Source: an optimization exercise on an open RTL-to-GDS flow (aim: small area, a short achievable clock period and few clock cycles per item). Production flows keep margins and buffers that such runs may drop.
Where RTL was checked, it was by simulation tests only, not by an equivalence proof against the original.
No functional check of the RTL was part of runs 1 and 2.
Power figures rest on the tool's default switching activity, not on a simulated workload.

[design/flow/flow/run.sh]
#!/bin/bash
set -euo pipefail
cd "$(dirname "$0")/.."
bash standard.sh SETUP_SLACK_MARGIN=6.5 'BUFFER_PORTS_ARGS=-buffer_cell sky130_fd_sc_hd__buf_1' finish > standard.log 2>&1
[design/flow/standard.sh]
#!/bin/bash
# synth_recipe.tcl (not shown) runs the flow's synth.tcl, then flattens the netlist and writes it again
# the make line also repeats each setting of config.mk as NAME=value (left out here)
make -C /OpenROAD-flow-scripts/flow DESIGN_CONFIG=/design/flow/config.mk WORK_HOME=/design/flow/orfs CLKGATE_MAP_FILE= SYNTH_SCRIPT=/design/flow/synth_recipe.tcl "${@:-finish}"
[design/flow/config.mk]
export PLATFORM = sky130hd
export DESIGN_NAME = canser_rx
export DESIGN_NICKNAME = canser_rx
export VERILOG_FILES = /design/flow/design.v
export SDC_FILE = /design/flow/constraint.sdc
export NUM_CORES = 4
export LEC_CHECK = 0
export CAP_MARGIN = 20
export CORE_MARGIN = 2
export CORE_UTILIZATION = 70
export SLEW_MARGIN = 20
[design/flow/constraint.sdc]
create_clock -name core_clock -period 10.0 [get_ports {clk}]
set_input_delay 2.0000 -clock core_clock [delete_from_list [all_inputs] [get_ports {clk}]]
set_output_delay 2.0000 -clock core_clock [all_outputs]
set_load 0.01 [all_outputs]
[design/flow/design.v]
module ts_dequant (
    input  wire        clk,
    input  wire        load,       
    input  wire        step,       
    input  wire [31:0] k,          
    input  wire [4:0]  lz,         
    output wire [63:0] result      
);
    reg  [53:0] q;                 
    reg  [6:0]  r;                 
    reg  [10:0] bexp;
    wire [31:0] kn = k << lz;
    wire        hi = kn[31:25] >= 7'd125;
    wire [10:0] e0 = 11'd1044 - {6'd0, lz};
    wire [10:0] e1 = 11'd1045 - {6'd0, lz};
    wire [6:0] tm;
    wire [127:0] tm_b0 = 128'h1333333333366666666664cccccccccc;
    assign tm[0] = tm_b0[r];
    wire [127:0] tm_b1 = 128'h0f0f0f0f0f0e1e1e1e1e1c3c3c3c3c3c;
    assign tm[1] = tm_b1[r];
    wire [127:0] tm_b2 = 128'h13cc33cc33c8679867986730cf30cf30;
    assign tm[2] = tm_b2[r];
    wire [127:0] tm_b3 = 128'h1c0fc3f03c0f87e0781f87c0f03f0fc0;
    assign tm[3] = tm_b3[r];
    wire [127:0] tm_b4 = 128'h1ff003ffc00ff8007fe007ff003ff000;
    assign tm[4] = tm_b4[r];
    wire [127:0] tm_b5 = 128'h1ffffc00000fffff800007ffffc00000;
    assign tm[5] = tm_b5[r];
    wire [127:0] tm_b6 = 128'h0aaaaaaaaaa55555555552aaaaaaaaaa;
    assign tm[6] = tm_b6[r];
    wire [6:0] tv;
    wire [127:0] tv_b0 = 128'h0cccccccccc9999999999b3333333333;
    assign tv[0] = tv_b0[r];
    wire [127:0] tv_b1 = 128'h03c3c3c3c3c787878787870f0f0f0f0f;
    assign tv[1] = tv_b1[r];
    wire [127:0] tv_b2 = 128'h0cf30cf30cf619e619e61bcc33cc33cc;
    assign tv[2] = tv_b2[r];
    wire [127:0] tv_b3 = 128'h0f03f0fc0f07e1f81e07e3f03c0fc3f0;
    assign tv[3] = tv_b3[r];
    wire [127:0] tv_b4 = 128'h0ffc00fff007fe001ff803ffc00ffc00;
    assign tv[4] = tv_b4[r];
    wire [127:0] tv_b5 = 128'h0fffff000007ffffe00003fffff00000;
    assign tv[5] = tv_b5[r];
    wire [127:0] tv_b6 = 128'h1aaaaaaaaaad5555555556aaaaaaaaaa;
    assign tv[6] = tv_b6[r];
    wire [5:0] fm;
    wire [127:0] fm_b0 = 128'h1333333333366666666664cccccccccc;
    assign fm[0] = fm_b0[r];
    wire [127:0] fm_b1 = 128'h1c3c3c3c3c387878787878f0f0f0f0f0;
    assign fm[1] = fm_b1[r];
    wire [127:0] fm_b2 = 128'h1fc03fc03fc07f807f807f00ff00ff00;
    assign fm[2] = fm_b2[r];
    wire [127:0] fm_b3 = 128'h1fffc0003fff80007fff8000ffff0000;
    assign fm[3] = fm_b3[r];
    wire [127:0] fm_b4 = 128'h1fffffffc00000007fffffff00000000;
    assign fm[4] = fm_b4[r];
    wire [127:0] fm_b5 = 128'h1fffffffffffffff8000000000000000;
    assign fm[5] = fm_b5[r];
    wire [5:0] f1;
    wire [127:0] f1_b0 = 128'h0cccccccccc9999999999b3333333333;
    assign f1[0] = f1_b0[r];
    wire [127:0] f1_b1 = 128'h0f0f0f0f0f0e1e1e1e1e1c3c3c3c3c3c;
    assign f1[1] = f1_b1[r];
    wire [127:0] f1_b2 = 128'h0ff00ff00ff01fe01fe01fc03fc03fc0;
    assign f1[2] = f1_b2[r];
    wire [127:0] f1_b3 = 128'h0ffff0000fffe0001fffe0003fffc000;
    assign f1[3] = f1_b3[r];
    wire [127:0] f1_b4 = 128'h0ffffffff00000001fffffffc0000000;
    assign f1[4] = f1_b4[r];
    wire [127:0] f1_b5 = 128'h0fffffffffffffffe000000000000000;
    assign f1[5] = f1_b5[r];
    wire [5:0] d  = q[53:48];
    wire [7:0] uv = {1'b0, tv} + {2'b00, d};      
    wire [6:0] ut = tm + {1'b0, d};
    wire       ge = uv[7];
    wire [6:0] rn = ge ? uv[6:0] : ut;
    wire [6:0] r_ld = hi ? {2'b00, kn[31:27]} : {1'b0, kn[31:26]};
    always @(posedge clk)
        r <= step ? rn : r_ld;
    wire [5:0] d1 = load ? 6'b111110 : f1;
    wire [5:0] d0 = load ? 6'b111110 : fm;
    always @(posedge clk) begin
        if (load || step)
            q[5:0] <= ge ? d1 : d0;
        if (load) begin
            q[53:6] <= hi ? {kn[26:0], 20'd0, 1'b0} : {kn[25:0], 21'd0, 1'b0};
            bexp    <= (k == 32'd0) ? 11'd0 : hi ? e1 : e0;
        end else if (step) begin
            q[53:6] <= q[47:0];
        end
    end
    assign result = {1'b0, bexp, q[51:0]};
endmodule
module canser_rx (
    input  wire        clk,
    input  wire        rst,
    input  wire        in_valid,
    input  wire [7:0]  in_data,
    output wire        in_ready,
    output wire        out_valid,
    input  wire        out_ready,
    output wire [28:0] out_id,
    output wire [3:0]  out_dlc,
    output wire [63:0] out_data,
    output wire [31:0] out_ts_ms,
    output wire [63:0] out_ts
);
    localparam [7:0] START = 8'hAA;
    localparam [7:0] END   = 8'hBB;
    localparam       BUFN  = 19;         
    localparam [1:0] C_IDLE = 2'd0, C_RUN = 2'd1, C_DONE = 2'd2;
    reg [7:0]      rxb [0:BUFN-1];       
    reg [BUFN-1:0] occ;                  
    reg [BUFN-1:0] pres;
    integer p;
    always @* begin
        pres[0] = occ[0];
        for (p = 1; p < BUFN; p = p + 1)
            pres[p] = pres[p - 1] && occ[p];
    end
    reg [4:0]      skip;                 
    reg            skz;                  
    reg            held;                 
    reg            tsv;                  
    reg            ov_q;
    reg            ir_q;
    reg [1:0]      cst;                  
    reg [3:0]      cstep;
    reg [28:0] id_q;
    reg [3:0]  dlc_q;
    reg [63:0] data_q;
    reg [31:0] ts_ms_q;
    reg [4:0]  lz_q;
    wire [7:0] dlc_b    = rxb[5];
    wire       is_start = rxb[0] == START;
    wire       hdr      = pres[10];
    wire       id_ok    = rxb[6][7:5] == 3'b000;
    wire       h_ok     = id_ok && held;
    reg [8:0] dsel, fulls, fstay;
    integer e;
    always @* begin
        for (e = 0; e < 9; e = e + 1) begin
            dsel[e]  = dlc_b == e[7:0];
            fulls[e] = dsel[e] && pres[10 + e];
            fstay[e] = fulls[e] && (rxb[10 + e] == END);
        end
    end
    wire dlc_ok = |dsel;
    wire full   = |fulls;
    wire valid  = is_start && hdr && (|fstay) && id_ok;
    wire accept = occ[0] && !skz && valid && !held;
    wire drop1  = occ[0] && (skz || !is_start || (hdr && (!dlc_ok || (full && !((|fstay) && h_ok)))));
    wire in_fire = in_valid && ir_q;
    wire xfer    = ov_q && out_ready;
    wire [BUFN-1:0] mv = {BUFN{drop1}} | ~pres;
    integer j;
    always @(posedge clk) begin
        for (j = 0; j < BUFN - 1; j = j + 1)
            if (mv[j])
                rxb[j] <= rxb[j + 1];
        if (mv[BUFN-1])
            rxb[BUFN-1] <= in_data;
    end
    wire [BUFN-1:0] occ_n = (mv & {in_fire, occ[BUFN-1:1]}) | (~mv & occ);
    wire            skip1  = skip == 5'd1;
    wire [4:0]      skip_n = accept ? 5'd10 + {1'b0, dlc_b[3:0]} :
                             (skz && occ[0]) ? skip - 5'd1 : skip;
    wire            skz_n  = accept || (skz && !(skip1 && occ[0]));
    wire            held_n = accept || (held && !xfer);
    wire [31:0] ts_b = {rxb[1], rxb[2], rxb[3], rxb[4]};
    reg  [4:0]  lz_b;
    integer i;
    always @* begin
        lz_b = 5'd0;
        for (i = 0; i < 32; i = i + 1)
            if (ts_b[i]) lz_b = 5'd31 - i[4:0];
    end
    wire c_load = (cst == C_IDLE) && tsv;
    wire c_step = (cst == C_RUN);
    reg  [1:0] cst_n;
    always @* begin
        cst_n = cst;
        if ((!held && drop1 && !accept) || xfer)
            cst_n = C_IDLE;
        else if (c_load)
            cst_n = C_RUN;
        else if (c_step && cstep == 4'd8)
            cst_n = C_DONE;
    end
    always @(posedge clk) begin
        if (rst) begin
            occ   <= {BUFN{1'b0}};
            skip  <= 5'd0;
            skz   <= 1'b0;
            held  <= 1'b0;
            tsv   <= 1'b0;
            ov_q  <= 1'b0;
            ir_q  <= 1'b1;
            cst   <= C_IDLE;
            cstep <= 4'd0;
        end else begin
            occ   <= occ_n;
            skip  <= skip_n;
            skz   <= skz_n;
            held  <= held_n;
            tsv   <= !held && pres[4] && !(drop1 && !accept);
            ov_q  <= held_n && (cst_n == C_DONE);
            ir_q  <= !(&occ_n) || skz_n || !held_n;
            cst   <= cst_n;
            cstep <= c_load ? 4'd0 : c_step ? cstep + 4'd1 : cstep;
        end
    end
    integer k;
    always @(posedge clk) begin
        if (!held) begin
            id_q    <= {rxb[6][4:0], rxb[7], rxb[8], rxb[9]};
            dlc_q   <= dlc_b[3:0];
            ts_ms_q <= ts_b;
            lz_q    <= lz_b;
            for (k = 0; k < 8; k = k + 1)
                data_q[8*k +: 8] <= (k < dlc_b[3:0]) ? rxb[10 + k] : 8'd0;
        end
    end
    ts_dequant u_dequant (
        .clk    (clk),
        .load   (c_load),
        .step   (c_step),
        .k      (ts_ms_q),
        .lz     (lz_q),
        .result (out_ts)
    );
    assign in_ready  = ir_q;
    assign out_valid = ov_q;
    assign out_id    = id_q;
    assign out_dlc   = dlc_q;
    assign out_data  = data_q;
    assign out_ts_ms = ts_ms_q;
endmodule
==> results.ini, run 1 <==
[run_status]
status=finished clean

[worst_setup_path]
crit_end=u_dequant.q[4]
cp-start-kind=flop
reg2reg_to=u_dequant.q[4]
critPathRequiredTime_ns=10.27
end_kind=flop
r2r_slack_ns=6.44
arrival_ns=3.83
cp_max_fo=14
critical_path_class=flop to flop
timing.rr.start=u_dequant.r[2]
cp-startpoint=u_dequant.r[2]
worstRegToRegCells=17

[power_and_ir_drop]
power_leakage_uw=0.007870
ir_drop_uv=183.7
total_power_uw=4015
pwr-share-clk_pct=37.6
power_switching_uw=1042
netSwitchingFraction_pct=25.96
p_comb_share_pct=14.9
seq_power_share_pct=47.6
internal_power_uw=2972
power_density_nw_per_um2=182.9

[final_layout]
syn_to_final_growth_pct=15.93
fillCellCount=1467
fin_util_pct=82.13
drive_above_1_share_pct=13.12
finalNetCount=1818
multi_input_area_sq_um=7221
final_area_sq_um=21950
seq_area_sq_um=11360

[floorplan]
core_sq_um=26730
initial_core_util_pct=70.84
rows=60
die_area_sq_um=28380
chipHeight_microns=168.5
fp.dieW_microns=168.5
boundaryPins=207

[synth]
yosys_most_used_dff=edfxtp_1
synthesis.area_sq_um=18930
yosysTopAreaCellShare_pct=55.52
synth_cell_types=89
yosys_warnings=3
syn_area_per_cell_sq_um=12.26
synth_top_cell_by_area=edfxtp_1
yosys-top-cells-area=edfxtp_1 56%, dfxtp_1 4.4%, mux4_2 3.6%, mux2i_1 2.9%, ha_1 2.8%
seq_area_frac_synth_pct=59.96
ys_async_sr_fraction_pct=0
synth_edf_count=350
syn_nets=1600
ys_seq_elements=392
netlist_instances=1544

[sta]
whs_ns=0.4459
relSlewSlack_pct=34.93
setup_viol=0
rsz0062_at_grt=true
finalMaxSlewViolations=0
setup_tns_ns=0
period_share_pct=35.60
tightest_slew_ns=0.9686
fmax_ghz=0.2809
fin_skew_ns=0.02011
hold_viol_final=0
period_minus_slack_ns=3.560

[global_route]
grt_max_degree=89
grt_usage_pct=32.07
grt_pass1_wl_microns=71130
antenna_found_initial=1
gr-total-overflow=0
grt_pass1_vias=12959

[worst_hold_path]
hp-start=rxb[18][6]
hold_class=flop to flop

[clock_tree]
cts_root_buffer=clkbuf_16
cts_tree=built
clock_path_buffers=3
htreeDepth=2
clock_latency_ns=0.55
tritoncts.num_buffers=40
clk_pin_slew_ns=0.07
cts_sinks=392

[detailed_routing]
ant_nets=0
drt_iter0_markers=1940
via_per_inst=6.525
vias=13918
drc=0
firstDrtPassIters=6
wl_microns=47090
wl_per_cell_microns=22.08

[placement]
gp_congestion=0.9241
io_buffers=205
dpl-instance-area_sq_um=19880
hpwlAfterDp_microns=30170

[run]
drv_cap=0

[area by class of cell]
class                   count  area share (%)
diodes                      1         0.01140
clock buffers              48           4.789
clock inverters            23           1.328
inverters                  48          0.9805
multi-input cells        1016           32.90
flip-flops and latches    392           51.78
well taps                 341           1.944
repair buffers            264           6.271
[kinds of logic (layout without fill, tap and decap cells)]
logic type	count (synthesis)	after routing	share of synthesized area (%)
AO/OA/AOI/OAI	310	311	10.75
XOR/XNOR	25	25	1.157
adder cells (fa/ha/maj)	45	45	3.040
buffers and inverters	137	383	3.219
flip-flops	392	392	59.96
multiplexers	99	99	7.329
other	1	2	0.01981
AND/OR/NAND/NOR	535	535	14.53
[per-stage QoR]
stage / std cells / worst slack [ns]
floorplan: 1544 / 6.357
global placement: 2018 / 5.068
detailed placement: 2018 / 4.978
CTS: 2107 / 6.454
global route: 2133 / 6.260
finish: 2133 / 6.440
[cell usage after synthesis (16+ instances only)]
cell type	n
mux2i_1	55
mux4_2	30
xnor2_1	19
inv_1	46
a211oi_1	18
and2_1	36
nand3_1	31
nor3_1	40
nand4b_1	16
o21ai_0	70
nand2_1	127
nor4_1	21
edfxtp_1	350
clkbuf_1	50
nor2_1	131
ha_1	42
dfxtp_1	42
a21oi_1	93
nor2b_1	62
[timing repair]
action | in CTS | in global routing
gates cloned | 1 | 3
pin swaps | 6 | 15
gates resized for setup | 41 | 41
hold buffers | 0 | 0
setup buffers | 17 | 21
setup endpoints to repair | 92 | 100
[flip-flops by register name (all words and copies together), names as in the netlist]
name            count
id_q               29
u_dequant.r         7
skz                 1
cst                 2
rxb               152
ts_ms_q            32
u_dequant.bexp     10
dlc_q               4
lz_q                5
cstep               4
skip                5
data_q             64
ir_q                1
tsv                 1
occ                19
ov_q                1
u_dequant.q        54
held                1
[cell usage in the layout (no fill, tap or decap), types with 6 or more instances in the layout]
| master | netlist | routed |
|---|---|---|
| xnor2_1 | 19 | 18 |
| xor2_1 | 6 | 6 |
| edfxtp_1 | 350 | 350 |
| buf_1 | 14 | 205 |
| o21ai_0 | 70 | 63 |
| nor2b_1 | 62 | 59 |
| nand4_1 | 8 | 8 |
| nor2_1 | 131 | 127 |
| nand3_1 | 31 | 28 |
| mux4_2 | 30 | 30 |
| ha_1 | 42 | 37 |
| or3_1 | 7 | 7 |
| nor3_1 | 40 | 39 |
| buf_12 | 0 | 7 |
| mux2i_1 | 55 | 53 |
| o211ai_1 | 13 | 13 |
| a31oi_1 | 10 | 10 |
| o31ai_1 | 7 | 7 |
| a211oi_1 | 18 | 17 |
| and2b_1 | 8 | 8 |
| buf_4 | 8 | 42 |
| clkinvlp_4 | 0 | 7 |
| a21oi_1 | 93 | 90 |
| dfxtp_1 | 42 | 37 |
| nand4b_1 | 16 | 16 |
| clkinv_2 | 0 | 7 |
| and2_1 | 36 | 36 |
| o311ai_0 | 10 | 8 |
| mux2_2 | 13 | 13 |
| o21bai_1 | 11 | 11 |
| inv_1 | 46 | 40 |
| clkbuf_1 | 50 | 6 |
| nand2_1 | 127 | 125 |
| nor4_1 | 21 | 18 |
| o21ai_1 | 1 | 8 |
| o22ai_1 | 9 | 7 |
| a221o_1 | 9 | 9 |
| nand2b_1 | 14 | 13 |
| a21o_1 | 6 | 6 |
| clkbuf_16 | 0 | 43 |
[per-layer routing]
metal | global-route usage, % | share of wire [%] | wire length (microns) | up-vias
met2 | 55.20 | 50 | 23430 | 864
met4 | 9.595 | 3.3 | 1566 | 0
met3 | 5.424 | 8.6 | 4071 | 142
li1 | - | - | - | 6251
met1 | 42.50 | 38 | 18020 | 6661
met5 | 0 | 0 | 0 | -
[worst min path at each step]
| stage | to | slack, ns | cells past startpoint |
|---|---|---|---|
| 3_3_place_gp | rxb[17][6] | 0.42 | 0 |
| 3_5_place_dp | id_q[22] | 0.43 | 0 |
| 4_1_cts | id_q[3] | 0.44 | 0 |
| 6_report | rxb[17][6] | 0.45 | 0 |
| 5_1_grt | id_q[3] | 0.45 | 0 |
| 2_1_floorplan | rxb[17][2] | 0.42 | 0 |
[power groups by stage]
stage	combinational (uW)	sequential [uW]	clock (uW)
after global routing	644	1920	1580
final	597	1910	1510
after floorplan	366	1930	0
after CTS	535	1910	1520
after detailed placement	485	1940	0
after global placement	480	1940	0
[critical path, cell delays in order (launching register included)]
cell and delay, ns:
dfxtp_4 0.37, buf_4 0.20, nor2_1 0.35, a21oi_1 0.11, a311o_1 0.41, o32ai_2 0.20
nor2_1 0.06, a31oi_1 0.20, ha_1 0.22, inv_2 0.05, o21bai_1 0.15, a21oi_2 0.08
nor2b_2 0.22, buf_4 0.16, o22ai_4 0.08, buf_6 0.16, o211ai_1 0.16, nand3_1 0.09
==> run 2: changes to the inputs <==
--- a/design/flow/config.mk
+++ b/design/flow/config.mk
@@ -8,4 +8,4 @@
 export CAP_MARGIN = 20
 export CORE_MARGIN = 2
-export CORE_UTILIZATION = 70
+export CORE_UTILIZATION = 55
 export SLEW_MARGIN = 20
==> run 2 against run 1 <==
Effect of this change: clock power hardly changed; synthesized cell count did not move; sequential power about the same; routed wire length shrank 0.28%; utilization fell by 16 points; design area up 1.4%; largest cell class unchanged.
==> results.ini, run 2 <==
[synth]
seq_area_frac_synth_pct=59.96  ; unchanged
netlist_instances=1544  ; unchanged
synthTopCellsByCount=350 x edfxtp_1, 131 x nor2_1, 127 x nand2_1, 93 x a21oi_1, 70 x o21ai_0  ; unchanged
yosys_most_used_dff=edfxtp_1  ; unchanged
yosys-top-cells-area=edfxtp_1 56%, dfxtp_1 4.4%, mux4_2 3.6%, mux2i_1 2.9%, ha_1 2.8%  ; unchanged
synth_top_cell_by_area=edfxtp_1  ; unchanged
yosysTopAreaCellShare_pct=55.52  ; unchanged
synth_edf_count=350  ; unchanged
syn_nets=1600  ; unchanged
synthesis.area_sq_um=18930  ; unchanged
synth_cell_types=89  ; unchanged
ys_async_sr_fraction_pct=0  ; unchanged
ys_seq_elements=392  ; unchanged
post-synth-top-count-cell=edfxtp_1  ; unchanged
yosys_warnings=3  ; unchanged
syn_area_per_cell_sq_um=12.26  ; unchanged

[worst_setup_path]
reg2reg_to=u_dequant.q[5]  ; was u_dequant.q[4]
critical_path_class=flop to flop  ; unchanged
worstRegToRegCells=17  ; unchanged
crit_end=u_dequant.q[5]  ; was u_dequant.q[4]
cp-startpoint=u_dequant.r[1]  ; was u_dequant.r[2]
critPathRequiredTime_ns=10.24  ; was 10.27 ns
arrival_ns=3.80  ; was 3.83 ns
r2r_slack_ns=6.44  ; about the same
cp-start-kind=flop  ; unchanged
timing.rr.start=u_dequant.r[1]  ; was u_dequant.r[2]
end_kind=flop  ; unchanged
cp_max_fo=5  ; was 14

[detailed_routing]
drc=0  ; unchanged
via_per_inst=6.016  ; was 6.525
drt_iter0_markers=1184  ; was 1940
ant_nets=0  ; unchanged
vias=13536  ; was 13918
wl_per_cell_microns=20.87  ; was 22.08 microns
wl_microns=46960  ; was 47090 microns
firstDrtPassIters=5  ; was 6

[clock_tree]
clock_path_buffers=3  ; unchanged
htreeDepth=2  ; unchanged
postCtsHoldBufs=0  ; unchanged
cts_sinks=392  ; unchanged
clk_pin_slew_ns=0.06  ; was 0.07 ns
cts_tree=built  ; unchanged
cts_root_buffer=clkbuf_16  ; unchanged
tritoncts.num_buffers=42  ; was 40
clock_latency_ns=0.55  ; about the same

[final_layout]
syn_to_final_growth_pct=17.51  ; was 15.93%
reg_top3=rxb: 152 flops, data_q: 64 flops, u_dequant.q: 54 flops  ; unchanged
final_area_sq_um=22250  ; was 21950 sq um
antennaDiodeCount=0  ; was 1
largest-register=rxb  ; unchanged
largest_reg_flops=152  ; unchanged
layout_common_cells=350 x edfxtp_1, 205 x buf_1, 125 x nand2_1, 124 x nor2_1, 85 x a21oi_1  ; was 350 x edfxtp_1, 205 x buf_1, 127 x nor2_1, 125 x nand2_1, 90 x a21oi_1
drive_above_1_share_pct=13.93  ; was 13.12%
finalNetCount=1825  ; was 1818
layoutNonFillerInstCount=2250  ; was 2133
final_common_cell=edfxtp_1  ; unchanged

[floorplan]
fp.dieW_microns=189.5  ; was 168.5 microns
rows=67  ; was 60
die_area_sq_um=35920  ; was 28380 sq um
core_sq_um=33700  ; was 26730 sq um
initial_core_util_pct=56.18  ; was 70.84%
boundaryPins=207  ; unchanged
chipHeight_microns=189.5  ; was 168.5 microns

[power_and_ir_drop]
internal_power_uw=2985  ; was 2972 uW
power_leakage_uw=0.007966  ; was 0.007870 uW
seq_power_share_pct=47.1  ; was 47.6%
power_switching_uw=1060  ; was 1042 uW
ir_drop_uv=184.8  ; was 183.7 uV
p_comb_share_pct=15.6  ; was 14.9%
netSwitchingFraction_pct=26.20  ; was 25.96%
pwr-share-clk_pct=37.3  ; was 37.6%
power_density_nw_per_um2=181.8  ; was 182.9 nW/um^2

[sta]
fin_skew_ns=0.02262  ; was 0.02011 ns
period_share_pct=35.63  ; was 35.60%
period_minus_slack_ns=3.563  ; was 3.560 ns
relSlewSlack_pct=39.82  ; was 34.93%
setup_viol=0  ; unchanged
finalMaxSlewViolations=0  ; unchanged
setup_tns_ns=0  ; unchanged
fmax_ghz=0.2806  ; was 0.2809 GHz
rsz0062_at_grt=true  ; unchanged
hold_viol_final=0  ; unchanged
tightest_slew_ns=0.8959  ; was 0.9686 ns

[run]
drv_cap=0  ; unchanged

[placement]
io_buffers=205  ; unchanged
dp_cells=2126  ; was 2018
dpl-instance-area_sq_um=20020  ; was 19880 sq um
gp_congestion=0.8841  ; was 0.9241
hpwlAfterDp_microns=31660  ; was 30170 microns

[global_route]
grt_usage_pct=25.62  ; was 32.07%
grt_max_degree=88  ; was 89
grt_pass1_wl_microns=71710  ; was 71130 microns
gr-total-overflow=0  ; unchanged
grt_pass1_vias=12613  ; was 12959
antenna_found_initial=1  ; unchanged

[worst_hold_path]
hold_class=flop to flop  ; unchanged
hp-start=rxb[6][6]  ; was rxb[18][6]

[run_status]
status=finished clean  ; unchanged

## run 2: changes by cell type in the layout (fill, tap and decap cells not counted), moves of 3 or more
cell,delta
bufbuf_16,+3
a21oi_1,-5
nor2_2,+3
a21oi_2,+5
clkinv_4,+3
nor2_1,-3
clkinv_2,+3
clkinv_1,+5
mux2i_2,+3
## run 2: cell families after synthesis
kind of cell | share of synthesized area [%]
buffers and inverters | 3.219
flip-flops | 59.96
multiplexers | 7.329
AND/OR/NAND/NOR | 14.53
adder cells (fa/ha/maj) | 3.040
AO/OA/AOI/OAI | 10.75
XOR/XNOR | 1.157
other | 0.01981
## run 2: area by class of cell
| class | instances | area [sq um] |
|---|---|---|
| well taps | 448 | 560.5 |
| clock inverters | 29 | 292.8 |
| inverters | 48 | 209.0 |
| multi-input cells | 1018 | 7292 |
| repair buffers | 267 | 1455 |
| clock buffers | 48 | 1074 |
| flip-flops and latches | 392 | 11360 |
| fillers | 2600 | 11450 |
## run 2: worst min-delay path by stage
stage | end | slack (ns) | depth (start not counted)
after floorplan | rxb[17][2] | 0.42 | 0
after global placement | rxb[17][6] | 0.42 | 0
after detailed placement | rxb[4][7] | 0.43 | 0
after CTS | rxb[8][4] | 0.45 | 0
after global routing | id_q[12] | 0.45 | 0
final | rxb[5][6] | 0.44 | 0
## run 2: repair_timing
action / in CTS / in global routing
endpoints found under the setup margin: 112 / 92
pin swaps: 7 / 18
resized for setup: 58 / 40
setup buffers: 23 / 16
gates cloned: 6 / 1
## run 2: worst max-delay path: stages (launching register included)
cell,delay [ns]
dfxtp_4,0.39
clkinvlp_4,0.13
buf_12,0.15
ha_4,0.27
a21oi_2,0.06
a311o_1,0.36
o32ai_2,0.20
nor2_1,0.06
a31oi_1,0.22
ha_1,0.30
inv_2,0.06
o21bai_1,0.08
a21oi_2,0.19
nor2b_4,0.09
o22ai_4,0.33
mux2i_1,0.13
o21ai_1,0.14
o311ai_1,0.11
## run 2: power by group through the flow
stage | Sequential, uW | Clock [uW] | Combinational (uW)
3_3_place_gp | 1940 | 0 | 499
5_1_grt | 1910 | 1600 | 681
4_1_cts | 1910 | 1530 | 578
2_1_floorplan | 1930 | 0 | 366
6_report | 1910 | 1510 | 630
3_5_place_dp | 1940 | 0 | 500
## run 2: routing by layer
metal / up-vias / wire length, microns / share of wire [%] / track usage [%]
met5: - / 14 / 0.030 / 0
met4: 2 / 1143 / 2.4 / 6.679
met3: 88 / 3964 / 8.4 / 4.538
met2: 658 / 22530 / 48 / 41.81
met1: 6526 / 19300 / 41 / 35.89
li1: 6262 / - / - / -
## run 2: through the flow
stage               setup slack (ns)  power [uW]  hold WS [ns]  util, %
floorplan                      6.357        2301        0.4166        -
global placement               5.010        2442        0.4208    59.42
detailed placement             4.885        2445        0.4284    59.42
CTS                            6.496        4016        0.4464    65.08
global route                   6.288        4193        0.4482    66.01
finish                         6.437        4045        0.4431    66.01
==> run 3: changes to the inputs <==
--- a/design/flow/design.v
+++ b/design/flow/design.v
@@ -3,4 +3,5 @@
     input  wire        load,       
     input  wire        step,       
+    input  wire [3:0]  nstep,      
     input  wire [31:0] k,          
     input  wire [4:0]  lz,         
@@ -8,4 +9,5 @@
 );
     reg  [53:0] q;                 
+    reg  [5:0]  d;                 
     reg  [6:0]  r;                 
     reg  [10:0] bexp;
@@ -70,23 +72,31 @@
     wire [127:0] f1_b5 = 128'h0fffffffffffffffe000000000000000;
     assign f1[5] = f1_b5[r];
-    wire [5:0] d  = q[53:48];
     wire [7:0] uv = {1'b0, tv} + {2'b00, d};      
     wire [6:0] ut = tm + {1'b0, d};
     wire       ge = uv[7];
     wire [6:0] rn = ge ? uv[6:0] : ut;
-    wire [6:0] r_ld = hi ? {2'b00, kn[31:27]} : {1'b0, kn[31:26]};
+    wire [32:0] z = hi ? {1'b0, kn} : {kn, 1'b0};
+    reg  [5:0]  d_n;
+    always @* begin
+        case (nstep)
+            4'd0:    d_n = z[20:15];
+            4'd1:    d_n = z[14:9];
+            4'd2:    d_n = z[8:3];
+            4'd3:    d_n = {z[2:0], 3'b000};
+            4'd7:    d_n = 6'b111110;
+            default: d_n = 6'b000000;
+        endcase
+    end
     always @(posedge clk)
-        r <= step ? rn : r_ld;
-    wire [5:0] d1 = load ? 6'b111110 : f1;
-    wire [5:0] d0 = load ? 6'b111110 : fm;
-    always @(posedge clk) begin
-        if (load || step)
-            q[5:0] <= ge ? d1 : d0;
+        r <= step ? rn : {1'b0, z[32:27]};
+    always @(posedge clk) begin
         if (load) begin
-            q[53:6] <= hi ? {kn[26:0], 20'd0, 1'b0} : {kn[25:0], 21'd0, 1'b0};
-            bexp    <= (k == 32'd0) ? 11'd0 : hi ? e1 : e0;
+            d    <= z[26:21];
+            bexp <= (k == 32'd0) ? 11'd0 : hi ? e1 : e0;
         end else if (step) begin
-            q[53:6] <= q[47:0];
-        end
+            d    <= d_n;
+        end
+        if (step)
+            q    <= {q[47:0], ge ? f1 : fm};
     end
     assign result = {1'b0, bexp, q[51:0]};
@@ -226,4 +236,5 @@
         .load   (c_load),
         .step   (c_step),
+        .nstep  (cstep),
         .k      (ts_ms_q),
         .lz     (lz_q),
==> run 3 against run 2 <==
Effect of this change: routed wire length is 3.1% lower; worst setup slack got worse by 0.059 ns; power rose by 1.6%; sequential power barely moved; register-to-register slack worse by 0.06 ns; hold slack improved by 0.0013 ns; maximum frequency is 1.6% lower; clock-buffer cell count down 4.
==> results.ini, run 3 <==
[run_status]
status=finished clean  ; unchanged

[worst_setup_path]
reg2reg_to=u_dequant.q[2]  ; was u_dequant.q[5]
cp_max_fo=10  ; was 5
critPathBufInv=2  ; was 3
arrival_ns=3.89  ; was 3.80 ns
slowest_stage=dfxtp_4  ; unchanged
cp-start-kind=flop  ; unchanged
cp_top_family=compound AO/OA/AOI/OAI gates  ; unchanged
r2r_slack_ns=6.38  ; was 6.44 ns
path_cells=inv_8 > ha_4 > buf_4 > nand2_1 > a311oi_2 > o21ai_0 > o21ai_0 > a21oi_1 > ha_1 > a21oi_2 > o21bai_2 > nand3_2 > a21oi_4 > maj3_2 > nand2_2 > xnor2_2 > a311o_1  ; was clkinvlp_4 > buf_12 > ha_4 > a21oi_2 > a311o_1 > o32ai_2 > nor2_1 > a31oi_1 > ha_1 > inv_2 > o21bai_1 > a21oi_2 > nor2b_4 > o22ai_4 > mux2i_1 > o21ai_1 > o311ai_1
critPathRequiredTime_ns=10.27  ; was 10.24 ns
crit_top_cell=o21ai_0  ; was a21oi_2
slowest_delay_ns=0.38  ; was 0.39 ns
critical_path_class=flop to flop  ; unchanged
timing.rr.start=u_dequant.r[0]  ; was u_dequant.r[1]
end_kind=flop  ; unchanged
worstRegToRegCells=17  ; unchanged

[clock_tree]
clk_pin_slew_ns=0.06  ; about the same
clock_path_buffers=3  ; unchanged
clock_latency_ns=0.53  ; was 0.55 ns
htreeDepth=2  ; unchanged
cts_sinks=396  ; was 392
cts_tree=built  ; unchanged
postCtsHoldBufs=0  ; unchanged
tritoncts.num_buffers=41  ; was 42
cts_root_buffer=clkbuf_16  ; unchanged

[final_layout]
syn_to_final_growth_pct=18.80  ; was 17.51%
largest_reg_flops=152  ; unchanged
fin_util_pct=66.80  ; was 66.01%
largest-register=rxb  ; unchanged
final_common_cell=edfxtp_1  ; unchanged
reg_top3=rxb: 152 flops, data_q: 64 flops, u_dequant.q: 52 flops  ; was rxb: 152 flops, data_q: 64 flops, u_dequant.q: 54 flops
drive_above_1_share_pct=15.87  ; was 13.93%
antennaDiodeCount=0  ; unchanged
final_area_sq_um=21840  ; was 22250 sq um
layout_common_cells=354 x edfxtp_1, 205 x buf_1, 111 x nor2_1, 104 x a21oi_1, 94 x nand2_1  ; was 350 x edfxtp_1, 205 x buf_1, 125 x nand2_1, 124 x nor2_1, 85 x a21oi_1
finalNetCount=1742  ; was 1825
layoutNonFillerInstCount=2162  ; was 2250

[sta]
period_minus_slack_ns=3.622  ; was 3.563 ns
hold_viol_final=0  ; unchanged
setup_tns_ns=0  ; unchanged
rsz0062_at_grt=true  ; unchanged
fin_skew_ns=0.01562  ; was 0.02262 ns
setup_viol=0  ; unchanged
relSlewSlack_pct=35.36  ; was 39.82%
fmax_ghz=0.2761  ; was 0.2806 GHz
period_share_pct=36.22  ; was 35.63%
whs_ns=0.4445  ; was 0.4431 ns
tightest_slew_ns=0.9696  ; was 0.8959 ns
finalMaxSlewViolations=0  ; unchanged

[global_route]
grt_pass1_wl_microns=69350  ; was 71710 microns
grt_usage_pct=25.12  ; was 25.62%
grt_max_degree=71  ; was 88
gr-total-overflow=0  ; unchanged
grt_pass1_vias=12214  ; was 12613
antenna_found_initial=0  ; was 1

[floorplan]
die_area_sq_um=34910  ; was 35920 sq um
initial_core_util_pct=56.23  ; was 56.18%
boundaryPins=207  ; unchanged
chipHeight_microns=186.8  ; was 189.5 microns
fp.dieW_microns=186.8  ; was 189.5 microns
rows=66  ; was 67
core_sq_um=32700  ; was 33700 sq um

[detailed_routing]
vias=13133  ; was 13536
wl_per_cell_microns=21.04  ; was 20.87 microns
drt_iter0_markers=1401  ; was 1184
ant_nets=0  ; unchanged
wl_microns=45490  ; was 46960 microns
drc=0  ; unchanged
via_per_inst=6.074  ; was 6.016
firstDrtPassIters=6  ; was 5

[placement]
hpwlAfterDp_microns=29640  ; was 31660 microns
dpl-instance-area_sq_um=19520  ; was 20020 sq um
io_buffers=205  ; unchanged
gp_congestion=0.8750  ; was 0.8841
dp_cells=2022  ; was 2126

[synth]
synthesis.area_sq_um=18390  ; was 18930 sq um
seq_area_frac_synth_pct=62.38  ; was 59.96%
ys_async_sr_fraction_pct=0  ; unchanged
syn_nets=1487  ; was 1600
netlist_instances=1436  ; was 1544
synth_cell_types=97  ; was 89
synth_edf_count=354  ; was 350
syn_area_per_cell_sq_um=12.80  ; was 12.26 sq um
ys_seq_elements=396  ; was 392
synthTopCellsByCount=354 x edfxtp_1, 116 x nor2_1, 113 x a21oi_1, 97 x nand2_1, 71 x o21ai_0  ; was 350 x edfxtp_1, 131 x nor2_1, 127 x nand2_1, 93 x a21oi_1, 70 x o21ai_0
yosys_warnings=3  ; unchanged
yosysTopAreaCellShare_pct=57.81  ; was 55.52%
synth_top_cell_by_area=edfxtp_1  ; unchanged
post-synth-top-count-cell=edfxtp_1  ; unchanged
yosys-top-cells-area=edfxtp_1 58%, dfxtp_1 4.6%, mux4_2 4.5%, a21oi_1 3.1%, ha_1 2.5%  ; was edfxtp_1 56%, dfxtp_1 4.4%, mux4_2 3.6%, mux2i_1 2.9%, ha_1 2.8%
yosys_most_used_dff=edfxtp_1  ; unchanged

[run]
drv_cap=0  ; unchanged

[worst_hold_path]
hp-start=u_dequant.q[39]  ; was rxb[6][6]
hold_class=flop to flop  ; unchanged
min_path_cells=0  ; unchanged
worstHoldEndpoint=u_dequant.q[45]  ; was rxb[5][6]

[power_and_ir_drop]
power_leakage_uw=0.007736  ; was 0.007966 uW
ir_drop_uv=159.5  ; was 184.8 uV
power_density_nw_per_um2=188.2  ; was 181.8 nW/um^2

==> run 3: area by class of cell <==
class	count	area (sq um)
Clock buffer	44	1037
Clock inverter	28	325.3
Inverter	49	239.0
Timing Repair Buffer	284	1525
Fill cell	2507	10860
Tap cell	442	553.0
Sequential cell	396	11500
Multi-Input combinational cell	919	6669
==> run 3: worst max path at each step <==
| stage | from | endpoint | slack [ns] | depth (start not counted) |
|---|---|---|---|---|
| after floorplan | held | ir_q | 6.51 | 7 |
| after global routing | u_dequant.r[0] | u_dequant.q[2] | 6.26 | 17 |
| after CTS | u_dequant.r[1] | u_dequant.q[2] | 6.44 | 17 |
| after detailed placement | u_dequant.r[2] | u_dequant.q[2] | 5.24 | 15 |
| after global placement | u_dequant.r[3] | u_dequant.q[2] | 5.30 | 18 |
| final | u_dequant.r[0] | u_dequant.q[2] | 6.38 | 17 |
==> run 3: logic make-up after synthesis <==
family / synth area share, %
simple gates: 13.01
flops: 62.38
compound gates: 11.21
buf+inv: 2.878
mux: 6.498
fa+ha+maj: 2.906
xor+xnor: 1.096
other cells: 0.02039
==> run 3: what timing repair did <==
action	in CTS	in global routing
resized for setup	39	56
pin swaps	11	27
cloned	3	3
setup endpoints to repair	173	40
buffers inserted	30	32
endpoints found under the hold margin	0	0
==> run 3: routing by layer <==
metal	vias to the layer above	part of all wire, %	global-route usage [%]
met3	101	5.6	3.302
met4	0	3.0	8.700
met2	534	48	40.13
li1	6035	-	-
met5	-	0	0
met1	6463	43	35.84
==> run 3: stage by stage <==
step | setup slack [ns] | total power (uW)
global route | 6.259 | 4264
finish | 6.378 | 4111
global placement | 5.304 | 2445
floorplan | 6.513 | 2315
CTS | 6.444 | 4066
detailed placement | 5.237 | 2446
==> run 3: report_power, final <==
part           switching (uW)  internal [uW]
Combinational             341            283
Sequential               64.7           1870
Clock                     620            932
Total                    1030           3090
Testbench counts of run 3, summed over its fixed seeds: cycles 32,532, messages 1,995.
==> run 4: changes to the inputs <==
--- a/design/flow/config.mk
+++ b/design/flow/config.mk
@@ -9,3 +9,6 @@
 export CORE_MARGIN = 2
 export CORE_UTILIZATION = 55
+export CTS_BUF_LIST = sky130_fd_sc_hd__clkbuf_8
+export CTS_CLUSTER_DIAMETER = 60
+export CTS_CLUSTER_SIZE = 15
 export SLEW_MARGIN = 20
==> run 4 against run 3 <==
Effect of this change: still clean; register-to-register slack better by 0.04 ns; sequential share of layout area is 1.9 points higher; synthesized area stayed put; maximum frequency is 1.3% higher; clock-buffer cell count is 8 lower; cell count is 0.83% lower; non-clock buffer count is 10 lower; combinational power is 2% lower; synthesized cell count stayed put; hold slack better by 0.0066 ns; clock power is 38% lower; critical endpoint unchanged.
==> results.ini, run 4 <==
[global_route]
grt_max_degree=71  ; unchanged
antenna_found_initial=0  ; unchanged
gr-total-overflow=0  ; unchanged
grt_usage_pct=24.97  ; was 25.12%
grt_pass1_wl_microns=68950  ; was 69350 microns
grt_pass1_vias=12117  ; was 12214

[worst_setup_path]
arrival_ns=3.89  ; about the same
end_kind=flop  ; unchanged
cp-start-kind=flop  ; unchanged
slowest_stage=dfxtp_4  ; unchanged
critPathBufInv=2  ; unchanged
crit_top_cell=o21ai_0  ; unchanged
slowest_delay_ns=0.40  ; was 0.38 ns
critPathRequiredTime_ns=10.31  ; was 10.27 ns
critical_path_class=flop to flop  ; unchanged
r2r_slack_ns=6.42  ; was 6.38 ns
cp_top_family=compound AO/OA/AOI/OAI gates  ; unchanged
path_cells=inv_8 > ha_4 > buf_4 > nand2_1 > a311oi_2 > o21ai_0 > o21ai_0 > a21oi_1 > ha_1 > a21oi_2 > o21bai_2 > nand3_2 > a21oi_4 > maj3_2 > nand2_2 > xnor2_2 > a311o_1  ; unchanged
cp_max_fo=11  ; was 10

[sta]
setup_viol=0  ; unchanged
setup_tns_ns=0  ; unchanged
fin_skew_ns=0.03617  ; was 0.01562 ns
relSlewSlack_pct=37.43  ; was 35.36%
period_share_pct=35.77  ; was 36.22%
rsz0062_at_grt=true  ; unchanged
whs_ns=0.4511  ; was 0.4445 ns
period_minus_slack_ns=3.577  ; was 3.622 ns
hold_viol_final=0  ; unchanged
fmax_ghz=0.2795  ; was 0.2761 GHz
tightest_slew_ns=0.9385  ; was 0.9696 ns
finalMaxSlewViolations=0  ; unchanged

[detailed_routing]
firstDrtPassIters=6  ; unchanged
wl_per_cell_microns=20.94  ; was 21.04 microns
via_per_inst=6.030  ; was 6.074
drc=0  ; unchanged
vias=12929  ; was 13133
ant_nets=0  ; unchanged
drt_iter0_markers=1253  ; was 1401
wl_microns=44890  ; was 45490 microns

[floorplan]
boundaryPins=207  ; unchanged
initial_core_util_pct=56.23  ; unchanged
fp.dieW_microns=186.8  ; unchanged
chipHeight_microns=186.8  ; unchanged
die_area_sq_um=34910  ; unchanged
rows=66  ; unchanged
core_sq_um=32700  ; unchanged

[power_and_ir_drop]
pwr-share-clk_pct=27.3  ; was 37.8%
p_comb_share_pct=17.5  ; was 15.2%
power_density_nw_per_um2=165.8  ; was 188.2 nW/um^2
ir_drop_uv=123.6  ; was 159.5 uV
power_leakage_uw=0.007438  ; was 0.007736 uW
netSwitchingFraction_pct=27.71  ; was 24.94%
internal_power_uw=2527  ; was 3086 uW
power_switching_uw=968.6  ; was 1025 uW
seq_power_share_pct=55.2  ; was 47.1%
total_power_uw=3496  ; was 4111 uW

[synth]
ys_async_sr_fraction_pct=0  ; unchanged
syn_area_per_cell_sq_um=12.80  ; unchanged
synth_edf_count=354  ; unchanged
post-synth-top-count-cell=edfxtp_1  ; unchanged
syn_nets=1487  ; unchanged
yosys_most_used_dff=edfxtp_1  ; unchanged
synth_cell_types=97  ; unchanged
yosys-top-cells-area=edfxtp_1 58%, dfxtp_1 4.6%, mux4_2 4.5%, a21oi_1 3.1%, ha_1 2.5%  ; unchanged
yosys_warnings=3  ; unchanged
yosysTopAreaCellShare_pct=57.81  ; unchanged
synth_top_cell_by_area=edfxtp_1  ; unchanged
synthTopCellsByCount=354 x edfxtp_1, 116 x nor2_1, 113 x a21oi_1, 97 x nand2_1, 71 x o21ai_0  ; unchanged
netlist_instances=1436  ; unchanged
seq_area_frac_synth_pct=62.38  ; unchanged
ys_seq_elements=396  ; unchanged
synthesis.area_sq_um=18390  ; unchanged

[clock_tree]
tritoncts.num_buffers=36  ; was 41
cts_root_buffer=clkbuf_8  ; was clkbuf_16
cts_sinks=396  ; unchanged
clock_path_buffers=3  ; unchanged
clk_pin_slew_ns=0.10  ; was 0.06 ns
htreeDepth=2  ; unchanged
cts_tree=built  ; unchanged
clock_latency_ns=0.58  ; was 0.53 ns
postCtsHoldBufs=0  ; unchanged

[placement]
hpwlAfterDp_microns=29640  ; unchanged
gp_congestion=0.8750  ; unchanged
dpl-instance-area_sq_um=19520  ; unchanged
io_buffers=205  ; unchanged

[worst_hold_path]
hold_class=flop to flop  ; unchanged

[final_layout]
antennaDiodeCount=0  ; unchanged
drive_above_1_share_pct=14.69  ; was 15.87%
largest-register=rxb  ; unchanged
final_area_sq_um=21090  ; was 21840 sq um
layout_common_cells=354 x edfxtp_1, 205 x buf_1, 111 x nor2_1, 104 x a21oi_1, 94 x nand2_1  ; unchanged
final_common_cell=edfxtp_1  ; unchanged
fillCellCount=2583  ; was 2507
multi_input_area_sq_um=6659  ; was 6669 sq um
syn_to_final_growth_pct=14.68  ; was 18.80%
largest_reg_flops=152  ; unchanged
reg_top3=rxb: 152 flops, data_q: 64 flops, u_dequant.q: 52 flops  ; unchanged
finalNetCount=1726  ; was 1742
seq_area_sq_um=11500  ; unchanged

[run]
drv_cap=0  ; unchanged

[run_status]
status=finished clean  ; unchanged

run 4: worst paths after layout:
kind                  startpoint        endpoint  cells past startpoint
setup reg to reg  u_dequant.r[1]  u_dequant.q[2]                     17
setup / recovery  u_dequant.r[1]  u_dequant.q[2]                     17
hold / removal        rxb[18][6]      rxb[17][6]                      0
hold reg to reg       rxb[18][6]      rxb[17][6]                      0
run 4: cells by family after synthesis:
family / Yosys count / synth area share (%)
multiplexers: 72 / 6.498
AND/OR/NAND/NOR: 457 / 13.01
AO/OA/AOI/OAI: 323 / 11.21
flip-flops: 396 / 62.38
other: 1 / 0.02039
adder cells (fa/ha/maj): 42 / 2.906
buffers and inverters: 122 / 2.878
XOR/XNOR: 23 / 1.096
run 4: per-stage QoR:
stage	util, %	worst slack, ns	instances
floorplan	-	6.513	1436
global placement	59.67	5.304	2022
detailed placement	59.69	5.237	2022
CTS	63.36	6.442	2120
global route	64.49	6.304	2144
finish	64.49	6.423	2144
run 4: worst register-to-register path, delay by kind of cell, from the launching register on:
kind	cells	cell delay, ns
flip-flops	1	0.40
AND/OR/NAND/NOR	3	0.30
buffers and inverters	2	0.27
AO/OA/AOI/OAI	8	1.45
XOR/XNOR	1	0.14
adder cells (fa/ha/maj)	3	0.80
run 4: repair_timing:
action,4_1_cts,5_1_grt
resized for setup,41,48
pin swaps,10,20
setup endpoints to repair,170,37
buffers inserted,30,23
cloned,3,1
run 4: cell type report:
| type | count | area share, % |
|---|---|---|
| clock inverter | 29 | 1.050 |
| multi-input combinational | 918 | 31.58 |
| tap | 442 | 2.623 |
| timing repair buffer | 274 | 6.794 |
| sequential | 396 | 54.52 |
| clock buffer | 36 | 2.350 |
| inverter | 49 | 1.092 |
run 4: power groups by stage:
stage               clock [uW]  combinational (uW)  sequential, uW
floorplan                    0                 361            1950
global placement             0                 474            1970
detailed placement           0                 475            1970
CTS                        984                 546            1930
global route              1040                 663            1940
finish                     956                 610            1930
run 4: layer usage:
layer  GRT usage (%)  part of all wire, %  up-vias
met2           39.93                   48      526
met4           7.570                  2.8        0
met3           3.415                  6.1       90
met1           35.95                   43     6329
li1                -                    -     5984
met5               0                    0        -
==> run 5: changes to the inputs <==
--- a/design/flow/config.mk
+++ b/design/flow/config.mk
@@ -8,5 +8,5 @@
 export CAP_MARGIN = 20
 export CORE_MARGIN = 2
-export CORE_UTILIZATION = 55
+export CORE_UTILIZATION = 62
 export CTS_BUF_LIST = sky130_fd_sc_hd__clkbuf_8
 export CTS_CLUSTER_DIAMETER = 60
==> run 5 against run 4 <==
Effect of this change: design area shrank 0.83%; clock power decreased by 3.7%; cell count decreased by 2.9%; die area is 11% lower; synthesized area unchanged; combinational power decreased by 1%; critical endpoint unchanged; sequential power barely moved.
==> results.ini, run 5 <==
[synth]
netlist_instances=1436  ; unchanged
seq_area_frac_synth_pct=62.38  ; unchanged
yosys-top-cells-area=edfxtp_1 58%, dfxtp_1 4.6%, mux4_2 4.5%, a21oi_1 3.1%, ha_1 2.5%  ; unchanged
yosys_warnings=3  ; unchanged
ys_seq_elements=396  ; unchanged
synth_cell_types=97  ; unchanged
synth_edf_count=354  ; unchanged
post-synth-top-count-cell=edfxtp_1  ; unchanged
yosys_most_used_dff=edfxtp_1  ; unchanged
yosysTopAreaCellShare_pct=57.81  ; unchanged
syn_area_per_cell_sq_um=12.80  ; unchanged
synth_top_cell_by_area=edfxtp_1  ; unchanged
ys_async_sr_fraction_pct=0  ; unchanged
synthesis.area_sq_um=18390  ; unchanged
synthTopCellsByCount=354 x edfxtp_1, 116 x nor2_1, 113 x a21oi_1, 97 x nand2_1, 71 x o21ai_0  ; unchanged
syn_nets=1487  ; unchanged

[sta]
setup_tns_ns=0  ; unchanged
whs_ns=0.4493  ; was 0.4511 ns
fin_skew_ns=0.02257  ; was 0.03617 ns
period_minus_slack_ns=3.553  ; was 3.577 ns
rsz0062_at_grt=true  ; unchanged
period_share_pct=35.53  ; was 35.77%
hold_viol_final=0  ; unchanged
relSlewSlack_pct=29.25  ; was 37.43%
tightest_slew_ns=1.061  ; was 0.9385 ns
finalMaxSlewViolations=0  ; unchanged
fmax_ghz=0.2815  ; was 0.2795 GHz
setup_viol=0  ; unchanged

[power_and_ir_drop]
ir_drop_uv=157.3  ; was 123.6 uV
power_density_nw_per_um2=165.4  ; was 165.8 nW/um^2
seq_power_share_pct=55.9  ; was 55.2%
p_comb_share_pct=17.4  ; was 17.5%
internal_power_uw=2513  ; was 2527 uW
total_power_uw=3458  ; was 3496 uW
power_switching_uw=944.8  ; was 968.6 uW
power_leakage_uw=0.007358  ; was 0.007438 uW
netSwitchingFraction_pct=27.32  ; was 27.71%
pwr-share-clk_pct=26.6  ; was 27.3%

[final_layout]
seq_area_sq_um=11490  ; was 11500 sq um
layout_common_cells=354 x edfxtp_1, 205 x buf_1, 110 x nor2_1, 104 x a21oi_1, 94 x nand2_1  ; was 354 x edfxtp_1, 205 x buf_1, 111 x nor2_1, 104 x a21oi_1, 94 x nand2_1
finalNetCount=1717  ; was 1726
final_common_cell=edfxtp_1  ; unchanged
multi_input_area_sq_um=6656  ; was 6659 sq um
antennaDiodeCount=0  ; unchanged
fillCellCount=2060  ; was 2583
drive_above_1_share_pct=13.78  ; was 14.69%
reg_top3=rxb: 152 flops, data_q: 64 flops, u_dequant.q: 52 flops  ; unchanged
largest-register=rxb  ; unchanged
largest_reg_flops=152  ; unchanged
syn_to_final_growth_pct=13.73  ; was 14.68%

[run_status]
status=finished clean  ; unchanged

[detailed_routing]
vias=13032  ; was 12929
firstDrtPassIters=8  ; was 6
wl_microns=44170  ; was 44890 microns
drc=0  ; unchanged
via_per_inst=6.262  ; was 6.030
drt_iter0_markers=1310  ; was 1253
wl_per_cell_microns=21.23  ; was 20.94 microns
ant_nets=0  ; unchanged

[floorplan]
die_area_sq_um=31050  ; was 34910 sq um
initial_core_util_pct=62.54  ; was 56.23%
fp.dieW_microns=176.2  ; was 186.8 microns
boundaryPins=207  ; unchanged
rows=63  ; was 66
chipHeight_microns=176.2  ; was 186.8 microns
core_sq_um=29400  ; was 32700 sq um

[placement]
io_buffers=205  ; unchanged
hpwlAfterDp_microns=28700  ; was 29640 microns
gp_congestion=0.8705  ; was 0.8750

[worst_hold_path]
hold_class=flop to flop  ; unchanged

[run]
drv_cap=0  ; unchanged

[global_route]
grt_pass1_wl_microns=66670  ; was 68950 microns
grt_usage_pct=27.35  ; was 24.97%
antenna_found_initial=0  ; unchanged
gr-total-overflow=0  ; unchanged
grt_pass1_vias=12031  ; was 12117
grt_max_degree=86  ; was 71

[worst_setup_path]
end_kind=flop  ; unchanged
arrival_ns=3.86  ; was 3.89 ns
critical_path_class=flop to flop  ; unchanged
cp_max_fo=6  ; was 11
cp-start-kind=flop  ; unchanged
critPathRequiredTime_ns=10.31  ; about the same

[clock_tree]
postCtsHoldBufs=0  ; unchanged
cts_tree=built  ; unchanged
cts_root_buffer=clkbuf_8  ; unchanged
clk_pin_slew_ns=0.10  ; about the same
clock_latency_ns=0.56  ; was 0.58 ns
htreeDepth=2  ; unchanged
cts_sinks=396  ; unchanged
clock_path_buffers=3  ; unchanged
tritoncts.num_buffers=35  ; was 36

run 5: cell counts after synthesis:
No cell type changed its count.
run 5: logic make-up (layout without fill, tap and decap cells):
group                      after synthesis  count (layout)  share of synthesized area [%]
DFF                                    396             396                          62.38
and+or+nand+nor                        457             458                          13.01
other                                    1               1                        0.02039
adders and majority gates               42              42                          2.906
AOI/OAI and AO/OA                      323             323                          11.21
xor gates and xnor gates                23              23                          1.096
buffers and inverters                  122             376                          2.878
muxes                                   72              72                          6.498
run 5: critical path: stages, from the launching register on:
cell	delay (ns)
dfxtp_4	0.45
ha_4	0.19
clkinvlp_4	0.16
ha_4	0.22
a21o_1	0.17
a211oi_1	0.24
a21oi_1	0.07
nor2_1	0.09
a21oi_1	0.06
ha_1	0.33
inv_2	0.06
o21bai_4	0.16
nand3_4	0.10
a21oi_4	0.22
maj3_2	0.26
nand2_2	0.06
xnor2_1	0.12
a311o_1	0.34
run 5: cell type report:
| class | count | share of cell area, % |
|---|---|---|
| clock inverter | 26 | 0.8675 |
| sequential | 396 | 54.95 |
| timing repair buffer | 265 | 6.551 |
| inverter | 49 | 1.101 |
| tap | 390 | 2.333 |
| clock buffer | 36 | 2.369 |
| multi-input combinational | 919 | 31.83 |
run 5: power by group through the flow:
stage | clock (uW) | sequential [uW] | combinational (uW)
final | 921 | 1930 | 603
after global routing | 995 | 1940 | 655
after CTS | 944 | 1930 | 533
after detailed placement | 0 | 1970 | 472
after global placement | 0 | 1970 | 472
after floorplan | 0 | 1950 | 361
run 5: what timing repair did:
action,4_1_cts,5_1_grt
gates cloned,1,3
buffers inserted,28,17
pin swaps,9,24
setup endpoints to repair,164,41
resized for setup,36,55
run 5: through the flow:
stage | util [%] | instances | setup slack (ns) | instance area, sq um
global placement | 66.11 | 1969 | 5.440 | 19440
finish | 71.13 | 2081 | 6.447 | 20910
CTS | 69.78 | 2060 | 6.342 | 20520
detailed placement | 66.13 | 1969 | 5.350 | 19440
global route | 71.13 | 2081 | 6.327 | 20910
floorplan | - | 1436 | 6.513 | 18460
run 5: path summary, 6_finish.rpt:
check                 start              to  slack [ns]  cells past startpoint
max          u_dequant.r[1]  u_dequant.q[2]        6.45                     17
min               rxb[8][7]       rxb[7][7]        0.45                      0
max reg2reg  u_dequant.r[1]  u_dequant.q[2]        6.45                     17
min reg2reg       rxb[8][7]       rxb[7][7]        0.45                      0
run 5: routing by layer:
layer  track usage (%)  up-vias  share of wire, %
li1                  -     5968                 -
met1             39.41     6346                42
met2             44.35      633                48
met3             3.618       85               7.2
met4             7.645        0               2.4
met5                 0        -                 0
==> run 6: changes to the inputs <==
--- a/design/flow/config.mk
+++ b/design/flow/config.mk
@@ -12,3 +12,4 @@
 export CTS_CLUSTER_DIAMETER = 60
 export CTS_CLUSTER_SIZE = 15
+export PLACE_DENSITY = 0.45
 export SLEW_MARGIN = 20
==> run 6 against run 5 <==
Effect of this change: clock-buffer cell count unchanged; global-route usage is the same; critical path depth unchanged; design area did not move; register-to-register slack hardly changed; clock skew did not move; critical endpoint unchanged; largest cell class unchanged.
==> results.ini, run 6 <==
[synth]
synth_edf_count=354  ; unchanged
synth_cell_types=97  ; unchanged
yosys_warnings=3  ; unchanged
yosys_most_used_dff=edfxtp_1  ; unchanged
synth_top_cell_by_area=edfxtp_1  ; unchanged
synthesis.area_sq_um=18390  ; unchanged
ys_async_sr_fraction_pct=0  ; unchanged
yosys-top-cells-area=edfxtp_1 58%, dfxtp_1 4.6%, mux4_2 4.5%, a21oi_1 3.1%, ha_1 2.5%  ; unchanged
netlist_instances=1436  ; unchanged
yosysTopAreaCellShare_pct=57.81  ; unchanged
syn_nets=1487  ; unchanged
post-synth-top-count-cell=edfxtp_1  ; unchanged
seq_area_frac_synth_pct=62.38  ; unchanged
ys_seq_elements=396  ; unchanged
syn_area_per_cell_sq_um=12.80  ; unchanged
synthTopCellsByCount=354 x edfxtp_1, 116 x nor2_1, 113 x a21oi_1, 97 x nand2_1, 71 x o21ai_0  ; unchanged

[final_layout]
largest_reg_flops=152  ; unchanged
finalNetCount=1717  ; unchanged
largest-register=rxb  ; unchanged
antennaDiodeCount=0  ; unchanged
syn_to_final_growth_pct=13.73  ; unchanged
final_common_cell=edfxtp_1  ; unchanged
layout_common_cells=354 x edfxtp_1, 205 x buf_1, 110 x nor2_1, 104 x a21oi_1, 94 x nand2_1  ; unchanged
drive_above_1_share_pct=13.78  ; unchanged
reg_top3=rxb: 152 flops, data_q: 64 flops, u_dequant.q: 52 flops  ; unchanged
final_area_sq_um=20910  ; unchanged

[worst_setup_path]
path_cells=ha_4 > clkinvlp_4 > ha_4 > a21o_1 > a211oi_1 > a21oi_1 > nor2_1 > a21oi_1 > ha_1 > inv_2 > o21bai_4 > nand3_4 > a21oi_4 > maj3_2 > nand2_2 > xnor2_1 > a311o_1  ; unchanged
critical_path_class=flop to flop  ; unchanged
critPathRequiredTime_ns=10.31  ; about the same
slowest_delay_ns=0.45  ; about the same
arrival_ns=3.86  ; about the same
cp_top_family=compound AO/OA/AOI/OAI gates  ; unchanged
slowest_stage=dfxtp_4  ; unchanged
critPathBufInv=2  ; unchanged
worstRegToRegCells=17  ; unchanged
end_kind=flop  ; unchanged
cp-start-kind=flop  ; unchanged
cp_max_fo=6  ; unchanged
cp.depth=17  ; unchanged

[detailed_routing]
wl_per_cell_microns=21.23  ; unchanged
ant_nets=0  ; unchanged
drc=0  ; unchanged
firstDrtPassIters=8  ; unchanged
drt_iter0_markers=1310  ; unchanged
wl_microns=44170  ; unchanged
via_per_inst=6.262  ; unchanged
vias=13032  ; unchanged

[sta]
hold_viol_final=0  ; unchanged
period_share_pct=35.53  ; unchanged
finalMaxSlewViolations=0  ; unchanged
setup_tns_ns=0  ; unchanged
fmax_ghz=0.2815  ; unchanged
setup_viol=0  ; unchanged
tightest_slew_ns=1.061  ; unchanged
period_minus_slack_ns=3.553  ; unchanged
relSlewSlack_pct=29.25  ; unchanged
fin_skew_ns=0.02257  ; unchanged
rsz0062_at_grt=true  ; unchanged

[global_route]
grt_pass1_wl_microns=66670  ; unchanged
grt_usage_pct=27.35  ; unchanged
gr-total-overflow=0  ; unchanged
antenna_found_initial=0  ; unchanged
grt_max_degree=86  ; unchanged
grt_pass1_vias=12031  ; unchanged

[placement]
hpwlAfterDp_microns=28700  ; unchanged
io_buffers=205  ; unchanged
gp_congestion=0.8705  ; unchanged
dpl-instance-area_sq_um=19440  ; unchanged

[power_and_ir_drop]
power_density_nw_per_um2=165.4  ; unchanged
power_leakage_uw=0.007358  ; unchanged
ir_drop_uv=157.3  ; unchanged

[floorplan]
chipHeight_microns=176.2  ; unchanged
boundaryPins=207  ; unchanged
initial_core_util_pct=62.54  ; unchanged
core_sq_um=29400  ; unchanged
rows=63  ; unchanged
die_area_sq_um=31050  ; unchanged
fp.dieW_microns=176.2  ; unchanged

[clock_tree]
cts_tree=built  ; unchanged
postCtsHoldBufs=0  ; unchanged
cts_root_buffer=clkbuf_8  ; unchanged
clock_path_buffers=3  ; unchanged
cts_sinks=396  ; unchanged
htreeDepth=2  ; unchanged
tritoncts.num_buffers=35  ; unchanged
clk_pin_slew_ns=0.10  ; about the same
clock_latency_ns=0.56  ; about the same

[worst_hold_path]
hold_class=flop to flop  ; unchanged
min_path_cells=0  ; unchanged

[run_status]
status=finished clean  ; unchanged

[run]
drv_cap=0  ; unchanged

[run 6: cell counts after synthesis]
Identical to the previous run, type by type.
[run 6: path summary, 6_finish.rpt]
check,from,endpoint,slack (ns)
setup reg to reg,u_dequant.r[1],u_dequant.q[2],6.45
setup / recovery,u_dequant.r[1],u_dequant.q[2],6.45
hold reg to reg,rxb[8][7],rxb[7][7],0.45
hold / removal,rxb[8][7],rxb[7][7],0.45
[run 6: kinds of logic after synthesis]
family	count (synthesis)	share of synthesized area [%]
AO/OA/AOI/OAI	323	11.21
XOR/XNOR	23	1.096
adder cells (fa/ha/maj)	42	2.906
buffers and inverters	122	2.878
flip-flops	396	62.38
multiplexers	72	6.498
other	1	0.02039
AND/OR/NAND/NOR	457	13.01
[run 6: metrics by stage]
stage	setup WS [ns]	utilization (%)	instances	power, uW	hold WS, ns
2_1_floorplan	6.513	-	1436	2315	0.4166
3_3_place_gp	5.440	66.11	1969	2443	0.4254
3_5_place_dp	5.350	66.13	1969	2444	0.4290
4_1_cts	6.342	69.78	2060	3407	0.4511
5_1_grt	6.327	71.13	2081	3591	0.4641
6_report	6.447	71.13	2081	3458	0.4493
[run 6: layer usage]
metal  track usage [%]  routed length [microns]  vias to the layer above
met5                 0                        0                        -
met4             7.645                     1076                        0
met3             3.618                     3173                       85
met2             44.35                    21370                      633
met1             39.41                    18550                     6346
li1                  -                        -                     5968
[run 6: worst reg2reg max path: cells and delay by family, from the launching register on]
| family | cells | cell delay [ns] |
|---|---|---|
| AO/OA/AOI/OAI | 7 | 1.26 |
| adder cells (fa/ha/maj) | 4 | 1.00 |
| flip-flops | 1 | 0.45 |
| AND/OR/NAND/NOR | 3 | 0.25 |
| buffers and inverters | 2 | 0.22 |
| XOR/XNOR | 1 | 0.12 |
[run 6: timing repair]
action / 4_1_cts / 5_1_grt
pin swaps: 9 / 24
setup buffers: 28 / 17
hold endpoints to repair: 0 / 0
setup endpoints to repair: 164 / 41
gates resized for setup: 36 / 55
gates cloned: 1 / 3
[run 6: power breakdown]
| group | switching (uW) | total [uW] | internal [uW] |
|---|---|---|---|
| registers | 67.1 | 1930 | 1870 |
| logic | 335 | 603 | 268 |
| clock network | 542 | 921 | 378 |
| total | 945 | 3460 | 2510 |
[run 6: area by class of cell]
class | count | area (sq um)
clock buffers | 36 | 495.5
clock inverters | 26 | 181.4
fillers | 2060 | 8489
inverters | 49 | 230.2
multi-input cells | 919 | 6656
flip-flops and latches | 396 | 11490
well taps | 390 | 488.0
repair buffers | 265 | 1370

port drivers added, routing unchanged:
Ports are ideal in the flow. The routed layouts listed here were re-timed in OpenROAD.
Step 1, drivers: a clkbuf_16 drives clk and a buf_2 each remaining input, both assumed.
Step 2, shift: input delay + t, output delay - t, t = (earliest + latest rising clock arrival at the registers) / 2. This alone moves slack from input paths to output paths.
Slacks: ideal ports / drivers / drivers and shift; pairs: ideal ports / drivers.
run | t, ns | setup slack, ns | hold WS [ns] | worst register clock-pin slew, ns
run 1 | 0.591 | 6.440 / 6.440 / 6.272 | 0.446 / 0.446 / 0.446 | 0.07 / 0.07
run 2 | 0.593 | 6.437 / 6.437 / 6.348 | 0.443 / 0.443 / 0.443 | 0.06 / 0.06
run 3 | 0.577 | 6.378 / 6.378 / 6.271 | 0.444 / 0.444 / 0.444 | 0.06 / 0.06
run 4 | 0.613 | 6.423 / 6.423 / 6.257 | 0.451 / 0.451 / 0.451 | 0.10 / 0.10
run 5 | 0.601 | 6.447 / 6.447 / 6.122 | 0.449 / 0.449 / 0.449 | 0.10 / 0.10
run 6 | 0.601 | 6.447 / 6.447 / 6.122 | 0.449 / 0.449 / 0.449 | 0.10 / 0.10
After both steps every run listed still meets setup and hold.
